Source: an optimization exercise on an open RTL-to-GDS flow (aim: small area, a short achievable clock period and few clock cycles). Production flows keep margins and buffers that such runs may drop.
Where RTL was checked, it was by simulation tests only, not by an equivalence proof against the original.
Power and IR drop assume default switching activity.

==> run a: inputs <==
## rk_gpio
module rk_gpio (
    input              clk,
    input              rst,
    input              cmd_valid,
    output             cmd_ready,
    input      [31:0]  cmd_desc,
    input      [31:0]  cmd_data,
    output             rsp_valid,
    output     [2:0]   rsp_status,
    output     [31:0]  rsp_data,
    output             disp_valid,
    output     [7:0]   disp_irq,
    output             disp_exit,
    input      [63:0]  pad_in,
    output     [63:0]  pad_out,
    output     [63:0]  pad_oe,
    output     [63:0]  pull_en,
    output     [1:0]   bank_irq
);
==> flow/config.mk <==
export PLATFORM = sky130hd
export DESIGN_NAME = rk_gpio
export DESIGN_NICKNAME = rk_gpio
export VERILOG_FILES = /design/flow/design.v
export SDC_FILE = /design/flow/constraint.sdc
export NUM_CORES = 8
export LEC_CHECK = 0
export CAP_MARGIN = 20
export CORE_MARGIN = 2
export CORE_UTILIZATION = 50
export SLEW_MARGIN = 20
==> flow/constraint.sdc <==
create_clock -name core_clock -period 10.0 [get_ports {clk}]
set_input_delay 2.0000 -clock core_clock [delete_from_list [all_inputs] [get_ports {clk}]]
set_output_delay 2.0000 -clock core_clock [all_outputs]
set_load 0.01 [all_outputs]
standard.sh (not shown) runs the stock make flow with config.mk's settings and CLKGATE_MAP_FILE= SYNTH_SCRIPT=/design/flow/synth_recipe.tcl, a recipe that flattens the netlist after the stock synthesis.
==> flow/flow/run.sh <==
#!/bin/bash
# The standard layout (the standard.sh, unchanged synthesis), with a timing
# repair target below the clock period, port buffers that are plain buffers,
# and cell sizing not held to the same footprint.
set -euo pipefail
bash standard.sh synth > synth.log 2>&1
bash standard.sh SETUP_SLACK_MARGIN=6.8 MATCH_CELL_FOOTPRINT=0 \
    "BUFFER_PORTS_ARGS=-buffer_cell sky130_fd_sc_hd__buf_2" finish > layout.log 2>&1
==> run b (differences from run a) <==
==> flow/run.sh (new file) <==
#!/bin/bash
# synth_recipe.tcl (not shown) runs the flow's synth.tcl, then flattens the netlist and writes it again
# the make line also repeats each setting of config.mk as NAME=value (left out here)
make -C /OpenROAD-flow-scripts/flow DESIGN_CONFIG=/design/flow/config.mk WORK_HOME=/design/flow/orfs CLKGATE_MAP_FILE= SYNTH_SCRIPT=/design/flow/synth_recipe.tcl finish
--- a/flow/config.mk
+++ b/flow/config.mk
@@ -8,4 +8,5 @@
 export CAP_MARGIN = 20
 export CORE_MARGIN = 2
 export CORE_UTILIZATION = 50
+export SETUP_SLACK_MARGIN = 5
 export SLEW_MARGIN = 20
removed: flow/flow/run.sh
removed: flow/standard.sh
==> run c (differences from run a) <==
--- a/flow/flow/run.sh
+++ b/flow/flow/run.sh
@@ -4,5 +4,5 @@
 # and cell sizing not held to the same footprint.
 set -euo pipefail
 bash standard.sh synth > synth.log 2>&1
-bash standard.sh SETUP_SLACK_MARGIN=6.8 MATCH_CELL_FOOTPRINT=0 \
+bash standard.sh SETUP_SLACK_MARGIN=6.5 MATCH_CELL_FOOTPRINT=0 \
     "BUFFER_PORTS_ARGS=-buffer_cell sky130_fd_sc_hd__buf_2" finish > layout.log 2>&1
==> notes <==
Clock power: run b > run a > run c. In synthesized cell count, run a and run b do not differ. Critical path depth, highest first: run b, run c, run a. Against run b, the first-iteration DRC count of run a is smaller by about 0.7%. In run c the clock skew is higher than in run b, by 0.0060 ns. Between run c and run a, the lower combinational power is in run c (gap about 10%, measured against run a). Flip-flop and latch count is the same in run c and run b. Sequential power is about the same in run a and run b.
==> figures <==
quantity	run a	run b	run c
Number of fill cells	7678	7882	8076
Pwr dens	168 nW/um^2	173 nW/um^2	173 nW/um^2
Skew final	0.0266 ns	0.0304 ns	0.0365 ns
Routed length on met1	82100 um	81500 um	83700 um
Post-CTS Resized	227	0	80
Leak Pwr	0.0219 uW	0.0198 uW	0.0202 uW
Setup slack, reg-to-reg	6.62 ns	5.19 ns	6.34 ns
TritonCTS Buffers	100	101	100
Destination of the critical timing path	rsp_data[12]	eng_acked$_DFFE_PP_	rsp_d[0]$_DFFE_PN_
Final layout net count	5296	4960	5001
Signal buf overhead	0.102	0.0864	0.0630
Routability Congestion	1.07	1.04	1.06
Status	timing/DRC/antenna clean	timing/DRC/antenna clean	timing/DRC/antenna clean
Mean routed wirelength per cell	37.1 um	38.0 um	38.4 um
Internal cell power	6950 uW	6960 uW	6780 uW
Depth of the most critical reg-to-reg path	6	11	10
Buf/Inv on CP	1	2	4
Function was not checked in any run of this note: the RTL went through the layout flow alone.

---

==> 10-18 <==
Another version of the RTL of rk_gpio (not shown whole).
clock: 10.0 ns
lec_check: 0
cap_margin: 10
core_margin: 2
core_utilization: 50
cts_buf_list: sky130_fd_sc_hd__clkbuf_16
cts_cluster_diameter: 100
cts_cluster_size: 20
slew_margin: 10
==> flow/flow/run.sh <==
#!/bin/bash
# The standard layout (the standard.sh, unchanged synthesis), with a timing
# repair target below the clock period, port buffers that are plain buffers,
# and cell sizing not held to the same footprint.
set -euo pipefail
bash standard.sh synth > synth.log 2>&1
bash standard.sh SETUP_SLACK_MARGIN=6.7 MATCH_CELL_FOOTPRINT=0 \
    "BUFFER_PORTS_ARGS=-buffer_cell sky130_fd_sc_hd__buf_1" finish > layout.log 2>&1
==> 12-21: changes against 10-18 <==
--- a/flow/design.v
+++ b/flow/design.v
@@ -68,15 +68,14 @@
     wire a_dmx  = o_dmx & z_ok & a0 & (fr == 8'd0) & ~b_bad;
     wire a_susp = o_susp & z_ok & a0 & (pin == 16'd0);
     wire a_res  = o_res & z_ok & a0 & (pin == 16'd0);
     wire [31:0] a_pm = 32'd1 << pin[4:0];
     reg        ready_q;          
     reg        v_q;              
     reg [1:0]  v_b;              
-    reg        v_susp, v_res, v_dmx;    
     reg        c_mal1, c_mal2, c_mal3, c_inv, c_rng, c_pul, c_trg;
     reg        c_rgok;           
     reg        c_pgok;           
     reg [7:0]  c_rd;             
     reg [8:0]  c_w;              
     reg        c_wall;           
     reg        c_glev, c_toirq, c_dmx, c_susp, c_res;
@@ -118,52 +117,51 @@
             c_vtm   <= fa[2];
             c_cm    <= o_wr | fa[0] | o_iack;
             dm      <= o_reg ? cmd_data : o_toirq ? {25'd0, 1'b1, pin[5:0]} : a_pm;
         end
     end
     reg [63:0] dir, dr, inten, inttype, intpol, pull, tmask, wake, saved, latch;
     reg [1:0]  clk_on;
+    reg [1:0]  sv_ok;            
     reg [63:0] env_q;            
     reg [63:0] s_prev;           
     reg [1:0]  sup;              
-    reg        rst_q;            
     reg        eng_act;          
     reg        eng_idle;         
-    reg        eng_bank, eng_acked;
-    reg [4:0]  eng_ptr;          
+    reg        eng_acked;
     reg        rsp_v;
     reg [2:0]  rsp_st;
     reg [31:0] rsp_d;            
     reg        dsp_v, dsp_x;
-    reg [5:0]  dsp_i;
+    reg [5:0]  dsp_i;            
     reg [1:0]  birq_q;
     wire [63:0] pad = (dir & dr) | (~dir & env_q);
     wire [63:0] s   = ~(pad ^ intpol);
     wire [63:0] con = {{32{clk_on[1] & ~sup[1]}}, {32{clk_on[0] & ~sup[0]}}};
     wire [63:0] lte = latch | (con & inten & inttype & ~s_prev & s);
     wire [63:0] isr = inten & ((inttype & lte) | (~inttype & s));
     wire go    = v_q & eng_idle;
     wire bon   = c_bank ? clk_on[1] : clk_on[0];       
     wire gchk  = c_rgok | c_pgok | c_dmx;
     wire gated = (gchk & ~bon) | (c_susp & ~(&clk_on));
     wire [2:0] ex_st = (c_mal1 | c_mal2 | c_mal3) ? ST_MALFORMED : c_inv ? ST_INVREG :
                        c_rng ? ST_RANGE : c_pul ? ST_PULL : c_trg ? ST_TRIG :
                        gated ? ST_GATED : ST_OK;
-    wire x_dmx = v_dmx & eng_idle & bon;
-    wire        rq = rst_q;
+    wire x_dmx = go & c_dmx & bon;
+    wire        rq = rst;
     wire [31:0] md    = {32{c_wall | rq}} | dm;                   
     wire [31:0] ce    = ({32{c_cm}} & dm) | {32{rq}};             
     wire [31:0] V_sh  = {32{~rq}} & (c_wall ? dm : {32{c_v}});
     wire [31:0] V_ity = {32{~rq}} & (c_wall ? dm : {32{c_vity}});
-    wire        dbank = eng_act ? eng_bank : c_bank;
+    wire        dbank = eng_act ? dsp_i[5] : c_bank;
     wire [31:0] b_isr = c_bank ? isr[63:32] : isr[31:0];
     wire [31:0] ilr_s = dbank ? inttype[63:32] : inttype[31:0];
     reg  [31:0] below;
     integer k;
-    always @* for (k = 0; k < 32; k = k + 1) below[k] = (k < eng_ptr);
+    always @* for (k = 0; k < 32; k = k + 1) below[k] = (k < dsp_i[4:0]);
     wire [31:0] cand   = eng_act ? (rsp_d & below) : b_isr;
     wire        dmx_go = x_dmx | eng_act;
     wire [31:0] t_any [0:5];
     wire [31:0] t_mul [0:5];
     wire [31:0] t_ex  [0:5];
     wire [4:0]  t_ix  [0:5][0:31];
     genvar g, h;
@@ -217,31 +215,31 @@
                           ({32{r_isr[j]}} & isr[j*32 +: 32]) | ({32{r_pul[j]}} & pull[j*32 +: 32]);
             glev = glev | (r_lev[j] & (|(pad[j*32 +: 32] & dm)));
         end
     end
     wire [31:0] ex_d = rval | ({32{c_toirq}} & dm) | {31'd0, glev};
     wire [63:0] n_dir, n_dr, n_inten, n_inttype, n_intpol, n_pull, n_tmask,
                 n_wake, n_saved, n_latch;
-    wire [1:0]  n_clk_on, n_sup;
+    wire [1:0]  n_clk_on, n_sup, n_sv_ok;
     generate
         for (g = 0; g < 2; g = g + 1) begin : gb
             wire sel   = v_b[g] & eng_idle;
             wire gsel  = sel & clk_on[g];                 
             wire w_dir = (gsel & c_w[0]) | rq;
             wire w_dr  = (gsel & c_w[1]) | rq;
             wire w_ien = (gsel & c_w[2]) | rq;
             wire w_ity = (gsel & c_w[3]) | rq;
             wire w_ipl = (gsel & c_w[4]) | rq;
             wire w_pul = (gsel & c_w[5]) | rq;
             wire w_clr = (gsel & c_w[6]) | rq;
             wire w_tm  = (gsel & c_w[7]) | rq;
             wire w_wk  = (sel  & c_w[8]) | rq;
-            wire susp  = v_susp & eng_idle & clk_on[g];
-            wire res   = v_res & eng_idle;
-            wire dmx   = x_dmx & (c_bank == g);
+            wire susp  = go & c_susp & clk_on[g] & ~rq;
+            wire res   = go & c_res & ~rq;
+            wire dmx   = x_dmx & (c_bank == g) & ~rq;
             wire [31:0] q_dir = dir[g*32 +: 32],   q_dr  = dr[g*32 +: 32];
             wire [31:0] q_ien = inten[g*32 +: 32], q_ity = inttype[g*32 +: 32];
             wire [31:0] q_ipl = intpol[g*32 +: 32], q_pul = pull[g*32 +: 32];
             wire [31:0] q_tm  = tmask[g*32 +: 32], q_wk  = wake[g*32 +: 32];
             wire [31:0] q_sv  = saved[g*32 +: 32], q_lte = lte[g*32 +: 32];
             wire [31:0] q_pad = pad[g*32 +: 32],   q_isr = isr[g*32 +: 32];
             wire [31:0] q_env = env_q[g*32 +: 32];
@@ -261,62 +259,52 @@
             assign n_dr[g*32 +: 32]      = (m_dr  & V_sh)  | (~m_dr  & q_dr);
             assign n_inttype[g*32 +: 32] = (m_ity & V_ity) | (~m_ity & q_ity);
             assign n_intpol[g*32 +: 32]  = (m_dmx & ~q_pad) | (~m_dmx & d_icm);
             assign n_pull[g*32 +: 32]    = (m_pul & V_sh)  | (~m_pul & q_pul);
             assign n_tmask[g*32 +: 32]   = (m_tm & {32{c_vtm & ~rq}}) | (~m_tm & q_tm);
             assign n_wake[g*32 +: 32]    = (m_wk & V_sh) | (~m_wk & q_wk);
             assign n_inten[g*32 +: 32]   = susp ? q_wk :
-                                           res  ? (q_sv | (q_isr & q_wk)) :
+                                           res  ? (({32{sv_ok[g]}} & q_sv) | (q_isr & q_wk)) :
                                                   ((m_ien & V_sh) | (~m_ien & q_ien));
-            assign n_saved[g*32 +: 32]   = (susp | rq) ? (q_ien & {32{~rq}}) : q_sv;
+            assign n_saved[g*32 +: 32]   = susp ? q_ien : q_sv;
+            assign n_sv_ok[g]  = ~rq & (susp | sv_ok[g]);
             assign n_latch[g*32 +: 32]   = ~clr & q_lte;
             assign n_clk_on[g] = rq | res | (susp ? (|q_wk) : clk_on[g]);
             assign n_sup[g]    = dmx;
         end
     endgenerate
     wire v_n   = ready_q ? cmd_valid : (v_q & ~go);
     wire bank_n = ld ? (o_pin ? pin[5] : fb[0]) : c_bank;
     wire eng_n = dmx_go & multi;
     assign ld  = ~(eng_act & v_q);
     always @(posedge clk) begin
         env_q  <= pad_in;
         s_prev <= s;
-        rst_q  <= rst;
-        birq_q <= {|isr[63:32], |isr[31:0]};
+        birq_q <= rst ? 2'b00 : {|isr[63:32], |isr[31:0]};
         dir <= n_dir;  dr <= n_dr;  inten <= n_inten;  inttype <= n_inttype;
         intpol <= n_intpol;  pull <= n_pull;  tmask <= n_tmask;  wake <= n_wake;
         saved <= n_saved;  latch <= n_latch;  clk_on <= n_clk_on;  sup <= n_sup;
-        if (!eng_act) begin
-            rsp_st <= ex_st;
+        sv_ok <= n_sv_ok;
+        rsp_st <= eng_act ? ST_OK : ex_st;
+        if (!eng_act)
             rsp_d  <= ex_d;
-        end
         dsp_x  <= top_x & ~(eng_act & eng_acked);
         dsp_i  <= {dbank, top};
-        if (dmx_go) begin
-            eng_bank  <= dbank;
-            eng_ptr   <= top;
-            eng_acked <= (eng_act & eng_acked) | top_x;
-        end
+        eng_acked <= (eng_act & eng_acked) | top_x;
         if (rst) begin
             ready_q <= 1'b1;
             v_q     <= 1'b0;
             v_b     <= 2'b00;
-            v_susp  <= 1'b0;
-            v_res   <= 1'b0;
-            v_dmx   <= 1'b0;
             eng_act <= 1'b0;
             eng_idle <= 1'b1;
             rsp_v   <= 1'b0;
             dsp_v   <= 1'b0;
         end else begin
             v_q     <= v_n;
             v_b     <= {v_n & bank_n, v_n & ~bank_n};
-            v_susp  <= v_n & (ld ? a_susp : c_susp);
-            v_res   <= v_n & (ld ? a_res : c_res);
-            v_dmx   <= v_n & (ld ? a_dmx : c_dmx);
             eng_act <= eng_n;
             eng_idle <= ~eng_n;
             ready_q <= ~(eng_n & v_n);
             rsp_v   <= (go & ~(x_dmx & multi)) | (eng_act & ~multi);
             dsp_v   <= dmx_go & any;
         end
     end
CAP_MARGIN = 20   (was 10)
SLEW_MARGIN = 20   (was 10)
==> notes <==
- Between 12-21 and 10-18, the lower register-to-register slack is in 12-21 (gap 0.23 ns).
- Against 10-18, the design area of 12-21 is higher by 3.8%.
- Against 10-18, the wire length of 12-21 is larger by about 1.2%.
- Clock power is about the same in 12-21 and 10-18.
- Between 10-18 and 12-21, the lower synthesized cell count is in 12-21 (gap about 1.2%, measured against 12-21).
- Power: 12-21 is larger than 10-18 (1.6%).
- Flip-flop and latch count: 10-18 is higher than 12-21 (8).
- Global-route usage is about the same in 12-21 and 10-18.
- Of 10-18 and 12-21, 10-18 has the higher count of clock-buffer cells in the layout (gap 2).
No run of this note included a check of the RTL's function; only the layout flow was run.

---

==> inputs of wip/harbor <==
Another version of the RTL of rk_gpio (not shown whole).
==> flow/config.mk <==
export PLATFORM = sky130hd
export DESIGN_NAME = rk_gpio
export DESIGN_NICKNAME = rk_gpio
export VERILOG_FILES = /design/flow/design.v
export SDC_FILE = /design/flow/constraint.sdc
export NUM_CORES = 8
export LEC_CHECK = 0
export CAP_MARGIN = 20
export CORE_MARGIN = 2
export CORE_UTILIZATION = 50
export CTS_BUF_LIST = sky130_fd_sc_hd__clkbuf_16
export CTS_CLUSTER_DIAMETER = 100
export CTS_CLUSTER_SIZE = 20
export SLEW_MARGIN = 20
==> flow/constraint.sdc <==
create_clock -name core_clock -period 10.0 [get_ports {clk}]
set_input_delay 2.0000 -clock core_clock [delete_from_list [all_inputs] [get_ports {clk}]]
set_output_delay 2.0000 -clock core_clock [all_outputs]
set_load 0.01 [all_outputs]
Scripts as last shown in full above: flow/flow/run.sh
==> wip/umber (differences from wip/harbor) <==
--- a/flow/design.v
+++ b/flow/design.v
@@ -121,20 +121,21 @@
     end
     reg [63:0] dir, dr, inten, inttype, intpol, pull, tmask, wake, saved, latch;
     reg [1:0]  clk_on;
     reg [63:0] env_q;            
     reg [63:0] s_prev;           
     reg [1:0]  sup;              
+    reg        rst_q;            
     reg        eng_act;          
-    reg        eng_idle;         
-    reg        eng_acked;
+    reg        eng_bank, eng_acked;
+    reg [4:0]  eng_ptr;          
     reg        rsp_v;
     reg [2:0]  rsp_st;
     reg [31:0] rsp_d;            
     reg        dsp_v, dsp_x;
-    reg [5:0]  dsp_i;            
+    reg [5:0]  dsp_i;
     reg [1:0]  birq_q;
     wire [63:0] pad = (dir & dr) | (~dir & env_q);
     wire [63:0] s   = ~(pad ^ intpol);
     wire [63:0] con = {{32{clk_on[1] & ~sup[1]}}, {32{clk_on[0] & ~sup[0]}}};
     wire [63:0] lte = latch | (con & inten & inttype & ~s_prev & s);
     wire [63:0] isr = inten & ((inttype & lte) | (~inttype & s));
@@ -143,24 +144,23 @@
     wire gchk  = c_rgok | c_pgok | c_dmx;
     wire gated = (gchk & ~bon) | (c_susp & ~(&clk_on));
     wire [2:0] ex_st = (c_mal1 | c_mal2 | c_mal3) ? ST_MALFORMED : c_inv ? ST_INVREG :
                        c_rng ? ST_RANGE : c_pul ? ST_PULL : c_trg ? ST_TRIG :
                        gated ? ST_GATED : ST_OK;
     wire x_dmx = go & c_dmx & bon;
-    wire        rq = rst;
+    wire        rq = rst_q;
     wire [31:0] md    = {32{c_wall | rq}} | dm;                   
     wire [31:0] ce    = ({32{c_cm}} & dm) | {32{rq}};             
     wire [31:0] V_sh  = {32{~rq}} & (c_wall ? dm : {32{c_v}});
     wire [31:0] V_ity = {32{~rq}} & (c_wall ? dm : {32{c_vity}});
-    wire [31:0] S_sh  = md & V_sh;                                
-    wire        dbank = eng_act ? dsp_i[5] : c_bank;
+    wire        dbank = eng_act ? eng_bank : c_bank;
     wire [31:0] b_isr = c_bank ? isr[63:32] : isr[31:0];
     wire [31:0] ilr_s = dbank ? inttype[63:32] : inttype[31:0];
     reg  [31:0] below;
     integer k;
-    always @* for (k = 0; k < 32; k = k + 1) below[k] = (k < dsp_i[4:0]);
+    always @* for (k = 0; k < 32; k = k + 1) below[k] = (k < eng_ptr);
     wire [31:0] cand   = eng_act ? (rsp_d & below) : b_isr;
     wire        dmx_go = x_dmx | eng_act;
     wire [31:0] t_any [0:5];
     wire [31:0] t_mul [0:5];
     wire [31:0] t_ex  [0:5];
     wire [4:0]  t_ix  [0:5][0:31];
@@ -252,17 +252,17 @@
             wire [31:0] m_tm  = {32{w_tm}}  & md;
             wire [31:0] m_wk  = {32{w_wk}}  & md;
             wire [31:0] m_dmx = {32{dmx}} & q_isr & q_tm;
             wire [31:0] clr   = {32{w_clr}} & ce;
             wire [31:0] V_ipl = {32{~rq}} & (c_wall ? dm : c_vtm ? ~q_env : {32{c_vipl}});
             wire [31:0] d_icm = (m_ipl & V_ipl) | (~m_ipl & q_ipl);
-            assign n_dir[g*32 +: 32]     = ({32{w_dir}} & S_sh) | (~m_dir & q_dir);
-            assign n_dr[g*32 +: 32]      = ({32{w_dr}}  & S_sh) | (~m_dr  & q_dr);
+            assign n_dir[g*32 +: 32]     = (m_dir & V_sh)  | (~m_dir & q_dir);
+            assign n_dr[g*32 +: 32]      = (m_dr  & V_sh)  | (~m_dr  & q_dr);
             assign n_inttype[g*32 +: 32] = (m_ity & V_ity) | (~m_ity & q_ity);
             assign n_intpol[g*32 +: 32]  = (m_dmx & ~q_pad) | (~m_dmx & d_icm);
-            assign n_pull[g*32 +: 32]    = ({32{w_pul}} & S_sh) | (~m_pul & q_pul);
+            assign n_pull[g*32 +: 32]    = (m_pul & V_sh)  | (~m_pul & q_pul);
             assign n_tmask[g*32 +: 32]   = (m_tm & {32{c_vtm & ~rq}}) | (~m_tm & q_tm);
             assign n_wake[g*32 +: 32]    = (m_wk & V_sh) | (~m_wk & q_wk);
             assign n_inten[g*32 +: 32]   = susp ? q_wk :
                                            res  ? (q_sv | (q_isr & q_wk)) :
                                                   ((m_ien & V_sh) | (~m_ien & q_ien));
             assign n_saved[g*32 +: 32]   = (susp | rq) ? (q_ien & {32{~rq}}) : q_sv;
@@ -275,34 +275,39 @@
     wire bank_n = ld ? (o_pin ? pin[5] : fb[0]) : c_bank;
     wire eng_n = dmx_go & multi;
     assign ld  = ~(eng_act & v_q);
     always @(posedge clk) begin
         env_q  <= pad_in;
         s_prev <= s;
-        birq_q <= rst ? 2'b00 : {|isr[63:32], |isr[31:0]};
+        rst_q  <= rst;
+        birq_q <= {|isr[63:32], |isr[31:0]};
         dir <= n_dir;  dr <= n_dr;  inten <= n_inten;  inttype <= n_inttype;
         intpol <= n_intpol;  pull <= n_pull;  tmask <= n_tmask;  wake <= n_wake;
         saved <= n_saved;  latch <= n_latch;  clk_on <= n_clk_on;  sup <= n_sup;
-        rsp_st <= eng_act ? ST_OK : ex_st;
-        rsp_d  <= ({32{eng_idle}} & ex_d) | ({32{eng_act}} & rsp_d);
+        if (!eng_act) begin
+            rsp_st <= ex_st;
+            rsp_d  <= ex_d;
+        end
         dsp_x  <= top_x & ~(eng_act & eng_acked);
         dsp_i  <= {dbank, top};
-        eng_acked <= (eng_act & eng_acked) | top_x;
+        if (dmx_go) begin
+            eng_bank  <= dbank;
+            eng_ptr   <= top;
+            eng_acked <= (eng_act & eng_acked) | top_x;
+        end
         if (rst) begin
             ready_q <= 1'b1;
             v_q     <= 1'b0;
             v_b     <= 2'b00;
             eng_act <= 1'b0;
-            eng_idle <= 1'b1;
             rsp_v   <= 1'b0;
             dsp_v   <= 1'b0;
         end else begin
             v_q     <= v_n;
             v_b     <= {v_n & bank_n, v_n & ~bank_n};
             eng_act <= eng_n;
-            eng_idle <= ~eng_n;
             ready_q <= ~(eng_n & v_n);
             rsp_v   <= (go & ~(x_dmx & multi)) | (eng_act & ~multi);
             dsp_v   <= dmx_go & any;
         end
     end
     assign cmd_ready  = ready_q;
CAP_MARGIN = 10   (was 20)
SLEW_MARGIN = 10   (was 20)
==> wip/zinc (differences from wip/harbor) <==
--- a/flow/design.v
+++ b/flow/design.v
@@ -121,20 +121,21 @@
     end
     reg [63:0] dir, dr, inten, inttype, intpol, pull, tmask, wake, saved, latch;
     reg [1:0]  clk_on;
     reg [63:0] env_q;            
     reg [63:0] s_prev;           
     reg [1:0]  sup;              
+    reg        rst_q;            
     reg        eng_act;          
-    reg        eng_idle;         
-    reg        eng_acked;
+    reg        eng_bank, eng_acked;
+    reg [4:0]  eng_ptr;          
     reg        rsp_v;
     reg [2:0]  rsp_st;
     reg [31:0] rsp_d;            
     reg        dsp_v, dsp_x;
-    reg [5:0]  dsp_i;            
+    reg [5:0]  dsp_i;
     reg [1:0]  birq_q;
     wire [63:0] pad = (dir & dr) | (~dir & env_q);
     wire [63:0] s   = ~(pad ^ intpol);
     wire [63:0] con = {{32{clk_on[1] & ~sup[1]}}, {32{clk_on[0] & ~sup[0]}}};
     wire [63:0] lte = latch | (con & inten & inttype & ~s_prev & s);
     wire [63:0] isr = inten & ((inttype & lte) | (~inttype & s));
@@ -143,24 +144,23 @@
     wire gchk  = c_rgok | c_pgok | c_dmx;
     wire gated = (gchk & ~bon) | (c_susp & ~(&clk_on));
     wire [2:0] ex_st = (c_mal1 | c_mal2 | c_mal3) ? ST_MALFORMED : c_inv ? ST_INVREG :
                        c_rng ? ST_RANGE : c_pul ? ST_PULL : c_trg ? ST_TRIG :
                        gated ? ST_GATED : ST_OK;
     wire x_dmx = go & c_dmx & bon;
-    wire        rq = rst;
+    wire        rq = rst_q;
     wire [31:0] md    = {32{c_wall | rq}} | dm;                   
     wire [31:0] ce    = ({32{c_cm}} & dm) | {32{rq}};             
     wire [31:0] V_sh  = {32{~rq}} & (c_wall ? dm : {32{c_v}});
     wire [31:0] V_ity = {32{~rq}} & (c_wall ? dm : {32{c_vity}});
-    wire [31:0] S_sh  = md & V_sh;                                
-    wire        dbank = eng_act ? dsp_i[5] : c_bank;
+    wire        dbank = eng_act ? eng_bank : c_bank;
     wire [31:0] b_isr = c_bank ? isr[63:32] : isr[31:0];
     wire [31:0] ilr_s = dbank ? inttype[63:32] : inttype[31:0];
     reg  [31:0] below;
     integer k;
-    always @* for (k = 0; k < 32; k = k + 1) below[k] = (k < dsp_i[4:0]);
+    always @* for (k = 0; k < 32; k = k + 1) below[k] = (k < eng_ptr);
     wire [31:0] cand   = eng_act ? (rsp_d & below) : b_isr;
     wire        dmx_go = x_dmx | eng_act;
     wire [31:0] t_any [0:5];
     wire [31:0] t_mul [0:5];
     wire [31:0] t_ex  [0:5];
     wire [4:0]  t_ix  [0:5][0:31];
@@ -252,17 +252,17 @@
             wire [31:0] m_tm  = {32{w_tm}}  & md;
             wire [31:0] m_wk  = {32{w_wk}}  & md;
             wire [31:0] m_dmx = {32{dmx}} & q_isr & q_tm;
             wire [31:0] clr   = {32{w_clr}} & ce;
             wire [31:0] V_ipl = {32{~rq}} & (c_wall ? dm : c_vtm ? ~q_env : {32{c_vipl}});
             wire [31:0] d_icm = (m_ipl & V_ipl) | (~m_ipl & q_ipl);
-            assign n_dir[g*32 +: 32]     = ({32{w_dir}} & S_sh) | (~m_dir & q_dir);
-            assign n_dr[g*32 +: 32]      = ({32{w_dr}}  & S_sh) | (~m_dr  & q_dr);
+            assign n_dir[g*32 +: 32]     = (m_dir & V_sh)  | (~m_dir & q_dir);
+            assign n_dr[g*32 +: 32]      = (m_dr  & V_sh)  | (~m_dr  & q_dr);
             assign n_inttype[g*32 +: 32] = (m_ity & V_ity) | (~m_ity & q_ity);
             assign n_intpol[g*32 +: 32]  = (m_dmx & ~q_pad) | (~m_dmx & d_icm);
-            assign n_pull[g*32 +: 32]    = ({32{w_pul}} & S_sh) | (~m_pul & q_pul);
+            assign n_pull[g*32 +: 32]    = (m_pul & V_sh)  | (~m_pul & q_pul);
             assign n_tmask[g*32 +: 32]   = (m_tm & {32{c_vtm & ~rq}}) | (~m_tm & q_tm);
             assign n_wake[g*32 +: 32]    = (m_wk & V_sh) | (~m_wk & q_wk);
             assign n_inten[g*32 +: 32]   = susp ? q_wk :
                                            res  ? (q_sv | (q_isr & q_wk)) :
                                                   ((m_ien & V_sh) | (~m_ien & q_ien));
             assign n_saved[g*32 +: 32]   = (susp | rq) ? (q_ien & {32{~rq}}) : q_sv;
@@ -275,34 +275,39 @@
     wire bank_n = ld ? (o_pin ? pin[5] : fb[0]) : c_bank;
     wire eng_n = dmx_go & multi;
     assign ld  = ~(eng_act & v_q);
     always @(posedge clk) begin
         env_q  <= pad_in;
         s_prev <= s;
-        birq_q <= rst ? 2'b00 : {|isr[63:32], |isr[31:0]};
+        rst_q  <= rst;
+        birq_q <= {|isr[63:32], |isr[31:0]};
         dir <= n_dir;  dr <= n_dr;  inten <= n_inten;  inttype <= n_inttype;
         intpol <= n_intpol;  pull <= n_pull;  tmask <= n_tmask;  wake <= n_wake;
         saved <= n_saved;  latch <= n_latch;  clk_on <= n_clk_on;  sup <= n_sup;
-        rsp_st <= eng_act ? ST_OK : ex_st;
-        rsp_d  <= ({32{eng_idle}} & ex_d) | ({32{eng_act}} & rsp_d);
+        if (!eng_act) begin
+            rsp_st <= ex_st;
+            rsp_d  <= ex_d;
+        end
         dsp_x  <= top_x & ~(eng_act & eng_acked);
         dsp_i  <= {dbank, top};
-        eng_acked <= (eng_act & eng_acked) | top_x;
+        if (dmx_go) begin
+            eng_bank  <= dbank;
+            eng_ptr   <= top;
+            eng_acked <= (eng_act & eng_acked) | top_x;
+        end
         if (rst) begin
             ready_q <= 1'b1;
             v_q     <= 1'b0;
             v_b     <= 2'b00;
             eng_act <= 1'b0;
-            eng_idle <= 1'b1;
             rsp_v   <= 1'b0;
             dsp_v   <= 1'b0;
         end else begin
             v_q     <= v_n;
             v_b     <= {v_n & bank_n, v_n & ~bank_n};
             eng_act <= eng_n;
-            eng_idle <= ~eng_n;
             ready_q <= ~(eng_n & v_n);
             rsp_v   <= (go & ~(x_dmx & multi)) | (eng_act & ~multi);
             dsp_v   <= dmx_go & any;
         end
     end
     assign cmd_ready  = ready_q;
CAP_MARGIN = 10   (was 20)
CORE_UTILIZATION = 55   (was 50)
SLEW_MARGIN = 10   (was 20)
==> run notes <==
Detailed-route wire length per cell: wip/zinc 36.7 um; wip/umber 36.7 um; wip/harbor 42.6 um
Most used standard cell by instance count after synthesis: wip/zinc edfxtp_1; wip/umber edfxtp_1; wip/harbor o21ai_0
Post-route clock period utilization: wip/zinc 34.5%; wip/umber 34.1%; wip/harbor 36.3%
Share of layout cells above drive strength 1: wip/zinc 12.3%; wip/umber 13.1%; wip/harbor 15.9%
Overall die width: wip/zinc 288 um; wip/umber 302 um; wip/harbor 303 um
Die Area: wip/zinc 83200 um^2; wip/umber 91400 um^2; wip/harbor 92000 um^2
Flip-flop and latch count after synthesis: wip/zinc 901; wip/umber 901; wip/harbor 895
Filler cell count: wip/zinc 6840; wip/umber 7913; wip/harbor 8086
Simple-gate area share of the yosys netlist: wip/zinc 15.6%; wip/umber 15.6%; wip/harbor 16.2%
Mapped Avg Cell Area: wip/zinc 10.1 um^2; wip/umber 10.1 um^2; wip/harbor 9.17 um^2
Post-cts sizing count: wip/zinc 72; wip/umber 68; wip/harbor 395
Critical path arrival: wip/zinc 1450 ps; wip/umber 1410 ps; wip/harbor 4270 ps
Drt via density: wip/zinc 7.42; wip/umber 7.23; wip/harbor 7.86
End point of the worst hold path: wip/zinc dsp_x; wip/umber dsp_x; wip/harbor eng_acked
Non-clock buffer count in the final layout: wip/zinc 571; wip/umber 618; wip/harbor 580
Number of flip-flops and latches: wip/zinc 901; wip/umber 901; wip/harbor 895
Sw power: wip/zinc 2210 uW; wip/umber 2230 uW; wip/harbor 2370 uW
Fraction of the yosys area taken by sequential cells: wip/zinc 56.0%; wip/umber 56.0%; wip/harbor 50.1%
Antenna Diode Count: wip/zinc 9; wip/umber 8; wip/harbor 34
Outcome: wip/zinc finished clean; wip/umber finished clean; wip/harbor finished clean
Instance area after placement: wip/zinc 46900 um^2; wip/umber 47200 um^2; wip/harbor 47600 um^2
Critical Path Sink Type: wip/zinc primary output; wip/umber primary output; wip/harbor flop
Xor and xnor fraction of the mapped netlist area: wip/zinc 1.29%; wip/umber 1.29%; wip/harbor 1.25%
Initial antenna violation count: wip/zinc 13; wip/umber 16; wip/harbor 33
Number of placed cells counting well taps: wip/zinc 5563; wip/umber 5680; wip/harbor 6168
Testbench counts of wip/umber, summed over its fixed seeds: cycles 5,593.
Testbench counts of wip/zinc, summed over its fixed seeds: cycles 5,593.
Only the layout flow was run in wip/harbor; the RTL was not checked for function there.

==> static timing again, ports no longer ideal <==
The flow's constraints put no driver on any port. The routed layouts listed below were extracted and timed again, unchanged, in two steps.
Step 1 (the two cells are an assumption about what drives the block):
set clk [get_ports {clk}]
set_driving_cell -lib_cell sky130_fd_sc_hd__clkbuf_16 $clk
set_driving_cell -lib_cell sky130_fd_sc_hd__buf_2 [delete_from_list [all_inputs] $clk]
Step 2 adds t to the input delays and takes it off the output delays; t is the mean of the earliest and latest rising clock arrival at the registers after step 1. Input paths then give back, and output paths get back, about the clock's delay inside the block.
a / b / c = no drivers / after step 1 / after step 2; a / b = the first two.
run	shift t [ns]	setup slack, ns	worst setup path at the end	latest minus earliest clock arrival (ns)	pins driven straight from the clock port
run a	0.788	6.494 / 6.417 / 6.168	input to register	0.028 / 0.029	1
run b	0.778	5.193 / 5.193 / 5.193	register to register	0.033 / 0.033	1
run c	0.769	6.342 / 6.342 / 5.962	input to register	0.036 / 0.036	1
10-18	0.772	6.527 / 6.451 / 6.072	input to register	0.038 / 0.037	1
12-21	0.758	6.348 / 6.348 / 5.843	input to register	0.054 / 0.054	1
wip/harbor	0.755	6.374 / 6.374 / 5.882	input to register	0.060 / 0.060	1
wip/umber	0.726	6.591 / 6.516 / 6.130	input to register	0.032 / 0.031	1
wip/zinc	0.726	6.552 / 6.475 / 6.123	input to register	0.037 / 0.037	1
After both steps setup and hold are still met in every run listed. The setup slack of 12-21, which loses most, moves by 0.000 ns with the drivers and by -0.505 ns with both steps.
